From an optimization exercise on the open Yosys and OpenROAD flow, aimed at small area; shortcuts taken in it are not production practice.
Only simulation tests tie the RTL to the original design; equivalence was not proved.
Power figures rest on the tool's default switching activity, not on a simulated workload.

Setup of the previous run:
==> flow/design.v <==
module softspi_exp (
    input  wire        clk,
    input  wire        rst,           
    input  wire        cmd_valid,
    output wire        cmd_ready,
    input  wire [31:0] cmd,
    input  wire [31:0] now,           
    output reg         rsp_valid,
    output wire [15:0] rsp_data,
    output reg         rsp_refused,
    output reg         pins_oe,       
    output reg         out_data,
    output reg         out_clk,       
    output wire        out_latch,
    output wire        in_latch,      
    output wire        in_clk,        
    input  wire        in_data,
    output wire        dac_cs,
    output reg         dac_data,
    output wire        adc_convst,
    input  wire        adc_data
);
    localparam [7:0] OP_START = 8'h01, OP_STOP  = 8'h02,
                     OP_WPIN  = 8'h10, OP_WPORT = 8'h11,
                     OP_SCAN  = 8'h20, OP_RPIN  = 8'h21,
                     OP_SETCH = 8'h30,
                     OP_CONV  = 8'h40, OP_RSMP  = 8'h41, OP_RCH = 8'h42,
                     OP_TASK  = 8'h50;
    localparam [3:0] S_IDLE  = 4'd0,
                     S_CFG   = 4'd1,    
                     S_DRV   = 4'd2,    
                     S_LO    = 4'd3,    
                     S_LAT1  = 4'd4,
                     S_LAT0  = 4'd5,
                     S_DCS0  = 4'd6,    
                     S_DT    = 4'd7,    
                     S_DCS1  = 4'd8,
                     S_SLAT0 = 4'd9,    
                     S_SLAT1 = 4'd10,
                     S_SI    = 4'd11,   
                     S_RCS0  = 4'd12,   
                     S_RS    = 4'd13,   
                     S_RCS1  = 4'd14,
                     S_CV    = 4'd15;   
    reg [3:0]  state;
    reg [3:0]  ph;
    reg [6:0]  bc;
    reg        op_start, op_task;
    reg [4:0]  idx;          
    reg        val;          
    reg [23:0] out_state;
    reg        out_z;        
    reg [15:0] in_s;         
    reg        in_z;         
    reg [15:0] aw [0:7];     
    reg [2:0]  aoff;
    reg        adc_z;        
    reg        pend, pflag;  
    reg [31:0] last;
    reg        primed;
    reg        enabled;
    reg [16:0] dv;           
    reg        rk_pin, rk_ch;
    integer i;
    wire [7:0]  c_op  = cmd[31:24];
    wire [7:0]  c_idx = cmd[15:8];
    wire [7:0]  c_ch  = cmd[23:16];
    reg c_legal;
    always @(*) begin
        case (c_op)
            OP_START, OP_STOP, OP_SCAN, OP_CONV, OP_RSMP, OP_TASK:
                c_legal = (cmd[23:0] == 24'd0);
            OP_WPIN:
                c_legal = (cmd[23:16] == 8'd0) && (cmd[7:1] == 7'd0);
            OP_RPIN, OP_RCH:
                c_legal = (cmd[23:16] == 8'd0) && (cmd[7:0] == 8'd0);
            OP_WPORT, OP_SETCH:
                c_legal = 1'b1;
            default:
                c_legal = 1'b0;
        endcase
    end
    wire idle   = (state == S_IDLE);
    wire accept = cmd_valid && idle;
    wire [32:0] bo;
    wire [31:0] df;
    assign bo[0] = 1'b0;
    genvar g;
    generate
        for (g = 0; g < 32; g = g + 1) begin : g_sub
            assign df[g]   = now[g] ^ last[g] ^ bo[g];
            assign bo[g+1] = (~now[g] & last[g]) | (~(now[g] ^ last[g]) & bo[g]);
        end
    endgenerate
    wire lt30 = ~|df[31:5] & ~(df[4] & df[3] & df[2] & df[1]);
    wire due    = primed || !lt30;
    assign cmd_ready = idle;
    wire in_si = (state == S_SI);
    wire in_rs = (state == S_RS);
    assign out_latch  = (state == S_LAT0);
    assign in_latch   = !((state == S_SLAT1) || in_rs || (state == S_RCS1));
    assign in_clk     = !((in_si && ph != 4'd0) ||
                          (in_rs && (ph == 4'd1 || ph == 4'd2 || ph == 4'd3 || ph == 4'd4)));
    assign dac_cs     = !((state == S_DT) || (state == S_DCS1));
    assign adc_convst = !((state == S_CV) && ph != 4'd0);
    wire [2:0]  rsel = idx[2:0] + aoff;
    reg  [15:0] rd_ch;
    reg         rd_in;
    always @(*) begin
        rd_ch = 16'd0;
        for (i = 0; i < 8; i = i + 1)
            rd_ch = rd_ch | (aw[i] & {16{rsel == i}});
        rd_in = 1'b0;
        for (i = 0; i < 16; i = i + 1)
            rd_in = rd_in | (in_s[i] & ({~idx[3], idx[2:0]} == i));
    end
    assign rsp_data = (rd_ch & {16{rk_ch && !adc_z}}) |
                      {15'd0, rd_in & rk_pin & !in_z};
    wire lo_bit = (bc[4:0] == idx) ? val : (!out_z && out_state[23]);
    reg init_bit;
    always @(*) begin
        case (idx[2:0])
            3'd0:    init_bit = (bc[4:0] == 5'd21) || (bc[4:0] == 5'd1) || (bc[4:0] == 5'd0);
            3'd1:    init_bit = (bc[4:0] == 5'd21) || (bc[4:0] == 5'd20) || (bc[4:0] == 5'd1) || (bc[4:0] == 5'd0);
            3'd2:    init_bit = (bc[4:0] >= 5'd15) && (bc[4:0] <= 5'd20);
            3'd3:    init_bit = (bc[4:0] == 5'd21) || (bc[4:0] == 5'd20) || (bc[4:0] == 5'd19) || (bc[4:0] == 5'd0);
            default: init_bit = (bc[4:0] == 5'd17);
        endcase
    end
    wire dt_bit = op_start ? init_bit :
                  (bc[4:0] >= 5'd17) ? ((bc[4:0] == 5'd20) || (bc[4:0] == 5'd19)) : dv[0];
    reg [16:0] dv_load;
    always @(*) begin
        for (i = 0; i < 17; i = i + 1)
            dv_load[(70 + 51 - 3 * i) % 17] = cmd[i];
    end
    wire [2:0] cpos = ~bc[6:4] + aoff;    
    wire       wr   = pflag && (cpos[1:0] == 2'b11);
    wire       wr_a = wr && cpos[2];      
    wire       wr_b = wr && !cpos[2];     
    always @(posedge clk) begin
        aw[0] <= wr_a ? {aw[7][14:0], pend} : aw[7];
        aw[1] <= aw[0];
        aw[2] <= aw[1];
        aw[3] <= aw[2];
        aw[4] <= wr_b ? {aw[3][14:0], pend} : aw[3];
        aw[5] <= aw[4];
        aw[6] <= aw[5];
        aw[7] <= aw[6];
        dv    <= idle ? dv_load : {dv[0], dv[16:1]};
        if (in_rs && ph == 4'd3)
            pend <= adc_data;
    end
    always @(posedge clk) begin
        if (rst) begin
            state     <= S_IDLE;
            ph        <= 4'd0;
            aoff      <= 3'd0;
            pflag     <= 1'b0;
            out_z     <= 1'b1;
            in_z      <= 1'b1;
            adc_z     <= 1'b1;
            primed    <= 1'b0;
            enabled   <= 1'b0;
            rsp_valid <= 1'b0;
            pins_oe   <= 1'b0;
            out_data  <= 1'b0;
            out_clk   <= 1'b0;
            dac_data  <= 1'b0;
        end else begin
            aoff        <= aoff + 3'd1;
            rsp_valid   <= 1'b0;
            rsp_refused <= 1'b0;
            rk_pin      <= 1'b0;
            rk_ch       <= 1'b0;
            ph          <= 4'd0;
            if (wr)
                pflag <= 1'b0;
            case (state)
            S_IDLE: begin
                op_start <= (c_op == OP_START);
                op_task  <= (c_op == OP_TASK);
                idx      <= cmd[12:8] | {5{cmd[28] & cmd[24]}};
                val      <= cmd[0];
                bc       <= 7'd23;
                if (accept) begin
                    if (!c_legal) begin
                        rsp_refused <= 1'b1;
                        rsp_valid   <= 1'b1;
                    end else begin
                        case (c_op)
                        OP_START: state <= S_CFG;
                        OP_STOP: begin
                            pins_oe   <= 1'b0;
                            in_z      <= 1'b1;
                            out_z     <= 1'b1;
                            enabled   <= 1'b0;
                            rsp_valid <= 1'b1;
                        end
                        OP_WPIN: begin
                            if (c_idx < 8'd24)
                                state <= S_LO;
                            else
                                rsp_valid <= 1'b1;
                        end
                        OP_WPORT: begin
                            out_state <= cmd[23:0];
                            out_z     <= 1'b0;
                            state     <= S_LO;
                        end
                        OP_SCAN:  state <= S_SLAT0;
                        OP_RPIN: begin
                            rk_pin    <= (c_idx < 8'd16);
                            rsp_valid <= 1'b1;
                        end
                        OP_SETCH: begin
                            if (c_ch < 8'd2)
                                state <= S_DCS0;
                            else
                                rsp_valid <= 1'b1;
                        end
                        OP_CONV:  state <= S_CV;
                        OP_RSMP:  state <= S_RCS0;
                        OP_RCH: begin
                            rk_ch     <= (c_idx < 8'd8);
                            rsp_valid <= 1'b1;
                        end
                        OP_TASK: begin
                            if (enabled && due) begin
                                last   <= now;
                                primed <= 1'b0;
                                state  <= S_SLAT0;
                            end else begin
                                rsp_valid <= 1'b1;
                            end
                        end
                        default: rsp_valid <= 1'b1;
                        endcase
                    end
                end
            end
            S_CFG: begin
                pins_oe <= 1'b1;
                state   <= S_DRV;
            end
            S_DRV: begin
                out_data <= 1'b0;
                out_clk  <= 1'b0;
                dac_data <= 1'b0;
                out_z    <= 1'b1;
                in_z     <= 1'b1;
                adc_z    <= 1'b1;
                state    <= S_LO;
            end
            S_LO: begin
                ph <= ph + 4'd1;
                if (ph == 4'd0) begin
                    out_data  <= lo_bit;
                    out_state <= {out_state[22:0], lo_bit};
                end
                if (ph == 4'd3)
                    out_clk <= 1'b0;
                if (ph == 4'd4) begin
                    out_clk <= 1'b1;
                    ph      <= 4'd0;
                    bc      <= bc - 7'd1;
                    if (bc[4:0] == 5'd0)
                        state <= S_LAT1;
                end
            end
            S_LAT1: begin
                out_z <= 1'b0;
                state <= S_LAT0;
            end
            S_LAT0: begin
                bc <= 7'd23;
                if (op_start)
                    state <= S_DCS0;
                else begin
                    rsp_valid <= 1'b1;
                    state     <= S_IDLE;
                end
            end
            S_DCS0: begin
                bc    <= 7'd23;
                state <= S_DT;
            end
            S_DT: begin
                ph <= ph + 4'd1;
                if (ph == 4'd0)
                    dac_data <= dt_bit;
                if (ph == 4'd1)
                    out_clk <= 1'b1;
                if (ph == 4'd2) begin
                    out_clk <= 1'b0;
                    ph      <= 4'd0;
                    bc      <= bc - 7'd1;
                    if (bc[4:0] == 5'd0)
                        state <= S_DCS1;
                end
            end
            S_DCS1: begin
                if (op_start && idx[2:0] != 3'd4) begin
                    idx   <= idx + 5'd1;
                    state <= S_DCS0;
                end else begin
                    if (op_start) begin
                        primed  <= 1'b1;
                        enabled <= 1'b1;
                    end
                    rsp_valid <= 1'b1;
                    state     <= S_IDLE;
                end
            end
            S_SLAT0: state <= S_SLAT1;
            S_SLAT1: begin
                bc    <= 7'd15;
                state <= S_SI;
            end
            S_SI: begin
                ph <= ph + 4'd1;
                if (ph == 4'd4)
                    in_s <= {in_s[14:0], in_data};
                if (ph == 4'd8) begin
                    ph <= 4'd0;
                    bc <= bc - 7'd1;
                    if (bc[3:0] == 4'd0) begin
                        in_z <= 1'b0;
                        if (op_task)
                            state <= S_RCS0;
                        else begin
                            rsp_valid <= 1'b1;
                            state     <= S_IDLE;
                        end
                    end
                end
            end
            S_RCS0: begin
                bc    <= 7'd0;
                state <= S_RS;
            end
            S_RS: begin
                ph <= ph + 4'd1;
                if (ph == 4'd0)
                    bc <= bc - 7'd1;
                if (ph == 4'd3)
                    pflag <= 1'b1;
                if (ph == 4'd6) begin
                    ph <= 4'd0;
                    if (bc == 7'd0)
                        state <= S_RCS1;
                end
            end
            S_RCS1: begin
                adc_z <= 1'b0;
                if (op_task)
                    state <= S_CV;
                else begin
                    rsp_valid <= 1'b1;
                    state     <= S_IDLE;
                end
            end
            S_CV: begin
                ph <= ph + 4'd1;
                if (ph == 4'd3) begin
                    rsp_valid <= 1'b1;
                    state     <= S_IDLE;
                end
            end
            default: state <= S_IDLE;
            endcase
        end
    end
endmodule
==> flow/config.mk <==
export PLATFORM = sky130hd
export DESIGN_NAME = softspi_exp
export DESIGN_NICKNAME = softspi_exp
export VERILOG_FILES = /design/flow/design.v
export SDC_FILE = /design/flow/constraint.sdc
export NUM_CORES = 4
export LEC_CHECK = 0
export CAP_MARGIN = 20
export CORE_MARGIN = 2
export CORE_UTILIZATION = 40
export SLEW_MARGIN = 20
==> flow/constraint.sdc <==
create_clock -name core_clock -period 10.0 [get_ports {clk}]
set_input_delay 2.0000 -clock core_clock [delete_from_list [all_inputs] [get_ports {clk}]]
set_output_delay 2.0000 -clock core_clock [all_outputs]
set_load 0.01 [all_outputs]
run.sh (not shown) runs the stock make flow with config.mk's settings and CLKGATE_MAP_FILE= SYNTH_SCRIPT=/design/flow/synth_recipe.tcl, a recipe that flattens the netlist after the stock synthesis.
From the logs: the previous run reached the end of the flow and failed the layout checks with negative setup slack.
Inputs modified between the previous run and the current run:
--- a/flow/design.v
+++ b/flow/design.v
@@ -82,17 +82,20 @@
     end
     wire idle   = (state == S_IDLE);
     wire accept = cmd_valid && idle;
-    wire [32:0] bo;
-    wire [31:0] df;
+    wire [5:0] bo;
+    wire [4:0] df;
     assign bo[0] = 1'b0;
     genvar g;
     generate
-        for (g = 0; g < 32; g = g + 1) begin : g_sub
+        for (g = 0; g < 5; g = g + 1) begin : g_sub
             assign df[g]   = now[g] ^ last[g] ^ bo[g];
             assign bo[g+1] = (~now[g] & last[g]) | (~(now[g] ^ last[g]) & bo[g]);
         end
     endgenerate
-    wire lt30 = ~|df[31:5] & ~(df[4] & df[3] & df[2] & df[1]);
+    wire [31:5] xu = now[31:5] ^ last[31:5];
+    wire [30:5] gu = ~now[30:5] & last[30:5];
+    wire up_ok = (xu[5] == bo[5]) && (xu[31:6] == gu[30:5]);
+    wire lt30  = up_ok && !(df[4] && df[3] && df[2] && df[1]);
     wire due    = primed || !lt30;
     assign cmd_ready = idle;
     wire in_si = (state == S_SI);
@@ -167,6 +170,9 @@
             out_data  <= 1'b0;
             out_clk   <= 1'b0;
             dac_data  <= 1'b0;
+            rsp_refused <= 1'b0;
+            rk_pin    <= 1'b0;
+            rk_ch     <= 1'b0;
         end else begin
             aoff        <= aoff + 3'd1;
             rsp_valid   <= 1'b0;
Notes after the runs:
The current run: no failed stages, no open violations at the end
Compared with the previous run, in the current run share of the core filled with cells in the final layout went down; final setup slack of the worst path up 7160 ps; register fraction of the total cell area -0.55 points.
The current run against the previous run: first-pass GRT wire length rose by 860 µm; clock group share of total power essentially unchanged.

softspi_exp, a different RTL version from the one above (not shown whole).
Size in the first run: ~970 cells after synthesis, roughly 97 I/O pins.
==> flow/config.mk <==
export PLATFORM = sky130hd
export DESIGN_NAME = softspi_exp
export DESIGN_NICKNAME = softspi_exp
export VERILOG_FILES = /design/flow/design.v
export SDC_FILE = /design/flow/constraint.sdc
export NUM_CORES = 4
export LEC_CHECK = 0
export CAP_MARGIN = 20
export CORE_MARGIN = 2
export CORE_UTILIZATION = 40
export SLEW_MARGIN = 20
==> flow/constraint.sdc <==
create_clock -name core_clock -period 10.0 [get_ports {clk}]
set_input_delay 2.0000 -clock core_clock [delete_from_list [all_inputs] [get_ports {clk}]]
set_output_delay 2.0000 -clock core_clock [all_outputs]
set_load 0.01 [all_outputs]
standard.sh (not shown) runs the stock make flow with config.mk's settings and CLKGATE_MAP_FILE= SYNTH_SCRIPT=/design/flow/synth_recipe.tcl, a recipe that flattens the netlist after the stock synthesis.
==> flow/flow/run.sh <==
#!/bin/bash
set -euo pipefail
WORK=$(pwd)
export BUFFER_PORTS_ARGS="-buffer_cell sky130_fd_sc_hd__buf_1"
export CTS_ARGS="-sink_clustering_enable -repair_clock_nets -dont_use_dummy_load -sink_clustering_size 30 -sink_clustering_max_diameter 100 -buf_list {sky130_fd_sc_hd__clkbuf_8 sky130_fd_sc_hd__clkbuf_16}"
R=$WORK/orfs/results/$FLOW_PLATFORM/softspi_exp/base
LIB=$FLOW_HOME/platforms/$FLOW_PLATFORM/lib/sky130_fd_sc_hd__tt_025C_1v80.lib
YOSYS=$(dirname "$FLOW_HOME")/tools/install/yosys/bin/yosys
[ -x "$YOSYS" ] || YOSYS=yosys

bash standard.sh synth > standard_synth.log 2>&1
cp "$R/1_2_yosys.v" "$WORK/synth_standard.v"

# Two rounds: each runs every ABC script on the current netlist and keeps the
# smallest result if it is smaller than the current one.
cur="$WORK/synth_standard.v"
cur_area=$(python3 - "$cur" "$LIB" <<'EOP'
import re,sys
area={}; c=None
for l in open(sys.argv[2]):
    m=re.match(r'\s*cell \("?(\w+)"?\)',l)
    if m: c=m.group(1)
    m=re.match(r'\s*area\s*:\s*([\d.]+)',l)
    if m and c and c not in area: area[c]=float(m.group(1))
print(sum(area.get(t,0) for t in re.findall(r'^\s*(sky130_fd_sc_hd__\w+)\s',open(sys.argv[1]).read(),re.M)))
EOP
)
echo "standard area $cur_area" >> remap_choice.log
for round in 1 2; do
  best=""; best_area=$cur_area
  for s in 1 2 3 4; do
    out="$WORK/remap_r${round}_$s"
    if bash flow/remap.sh "$cur" "$out.v" "$LIB" "$WORK/flow/abc$s.script" "$YOSYS" "$out.ys" > "$out.log" 2>&1; then
      a=$(grep -i "chip area for module" "$out.log" | tail -1 | awk '{print $NF}')
      echo "round $round abc$s area $a" >> remap_choice.log
      if awk "BEGIN{exit !($a < $best_area)}"; then best="$out.v"; best_area=$a; fi
    fi
  done
  [ -n "$best" ] || break
  cur="$best"; cur_area=$best_area
  echo "round $round chose $best area $best_area" >> remap_choice.log
done
cp "$cur" "$R/1_2_yosys.v"
touch "$R/1_2_yosys.v"

bash standard.sh > standard_finish.log 2>&1
Other scripts of this flow, unchanged in this note and not shown: flow/flow/abc1.script, flow/flow/abc2.script, flow/flow/abc3.script, flow/flow/abc4.script, flow/flow/remap.sh
The starting point produced a clean layout.
Change:
--- a/flow/design.v
+++ b/flow/design.v
@@ -41,24 +41,26 @@
                      S_RCS0  = 4'd1,   
                      S_RS    = 4'd13,   
                      S_RCS1  = 4'd15,
                      S_CV    = 4'd12;   
     reg [3:0]  state;
     reg [3:0]  ph;
     reg [6:0]  bc;
-    reg        op_start, op_task;
+    reg        op_seq;
+    wire       op_start = op_seq;
+    wire       op_task  = op_seq;
     reg [4:0]  idx;          
     reg [23:0] out_state;
     reg        out_z;        
     reg [15:0] in_s;         
     reg        in_z;         
     reg [15:0] aw [0:7];     
     reg [2:0]  aoff;
     reg        adc_z;        
-    reg        pend, pflag;  
+    reg        pend;         
     reg [31:0] last;
     reg        primed;
     reg        enabled;
     reg [16:0] dv;           
     reg        rk_pin, rk_ch;
     integer i;
     wire [7:0]  c_op  = cmd[31:24];
@@ -134,15 +136,15 @@
     reg [16:0] dv_load;
     always @(*) begin
         for (i = 0; i < 17; i = i + 1)
             dv_load[(70 + 51 - 3 * i) % 17] = cmd[i];
     end
     wire       smp  = in_rs && (ph == 4'd3);
     wire [2:0] cpos = ~bc[6:4] + aoff;    
-    wire       wr   = (smp || pflag) && (cpos[1:0] == 2'b11);
+    wire       wr   = in_rs && (ph[2] || ph[1:0] == 2'b11) && (cpos[1:0] == 2'b11);
     wire       wbit = smp ? adc_data : pend;
     wire       wr_a = wr && cpos[2];      
     wire       wr_b = wr && !cpos[2];     
     always @(posedge clk) begin
         aw[0] <= wr_a ? {aw[7][14:0], wbit} : aw[7];
         aw[1] <= aw[0];
         aw[2] <= aw[1];
@@ -158,15 +160,14 @@
             pend <= adc_data;
     end
     always @(posedge clk) begin
         if (rst) begin
             state     <= S_IDLE;
             ph        <= 4'd0;
             aoff      <= 3'd0;
-            pflag     <= 1'b0;
             out_z     <= 1'b1;
             in_z      <= 1'b1;
             adc_z     <= 1'b1;
             primed    <= 1'b0;
             enabled   <= 1'b0;
             rsp_valid <= 1'b0;
             pins_oe   <= 1'b0;
@@ -179,20 +180,17 @@
         end else begin
             aoff        <= aoff + 3'd1;
             rsp_valid   <= 1'b0;
             rsp_refused <= 1'b0;
             rk_pin      <= 1'b0;
             rk_ch       <= 1'b0;
             ph          <= 4'd0;
-            if (wr)
-                pflag <= 1'b0;
             case (state)
             S_IDLE: begin
-                op_start <= (c_op == OP_START);
-                op_task  <= (c_op == OP_TASK);
+                op_seq   <= (c_op == OP_START) || (c_op == OP_TASK);
                 idx      <= cmd[12:8] | {5{cmd[28] & cmd[24]}};
                 bc       <= 7'd23;
                 if (accept) begin
                     if (!c_legal) begin
                         rsp_refused <= 1'b1;
                         rsp_valid   <= 1'b1;
                     end else begin
@@ -345,16 +343,14 @@
             end
             S_RCS0: begin
                 bc    <= 7'd127;
                 state <= S_RS;
             end
             S_RS: begin
                 ph <= ph + 4'd1;
-                if (ph == 4'd3 && !wr)
-                    pflag <= 1'b1;
                 if (ph == 4'd6) begin
                     ph <= 4'd0;
                     bc <= bc - 7'd1;
                     if (bc == 7'd0)
                         state <= S_RCS1;
                 end
             end
Via count went up slightly.
Worst setup slack gains 0.19 ns.
Routed wire length rose slightly.
Die area came out lower slightly.
Maximum frequency rose by a few percent.
Total power drops by about a fifth.
Sequential power came out lower by roughly a tenth.
Worst hold slack barely changes.
Area after synthesis fell slightly.
First-iteration DRC count rises by roughly a tenth.
Global-route usage barely changes.

==> re-timing with driven ports <==
How much do the figures lean on ideal ports? The routed layouts below were timed once more, with nothing changed but the port constraints.
Step 1 (the two cells are an assumption about what drives the block):
set clk [get_ports {clk}]
set_driving_cell -lib_cell sky130_fd_sc_hd__clkbuf_16 $clk
set_driving_cell -lib_cell sky130_fd_sc_hd__buf_2 [delete_from_list [all_inputs] $clk]
Step 2 also shifts input and output timing later by t, the mid clock arrival at the registers, as if the neighbouring blocks saw the same clock.
a / b / c = no drivers / after step 1 / after step 2; a / b = the first two.
run | shift t [ns] | setup slack, ns | latest minus earliest clock arrival (ns) | slew at the worst register clock pin (ns) | worst slew at a driven data input, ns
the previous run | 0.583 | -3.142 / -3.133 / -3.715 | 0.014 / 0.013 | 0.06 / 0.06 | 0.04
the current run | 0.581 | 4.020 / 3.974 / 4.253 | 0.020 / 0.021 | 0.06 / 0.06 | 0.04
the first run of note 2 | 0.502 | 3.814 / 3.771 / 4.273 | 0.076 / 0.076 | 0.11 / 0.11 | 0.06
the second run of note 2 | 0.514 | 4.007 / 3.960 / 4.474 | 0.056 / 0.056 | 0.11 / 0.11 | 0.07
For the previous run, which loses most, drivers alone change the setup slack by +0.009 ns; drivers and shift together by -0.573 ns.
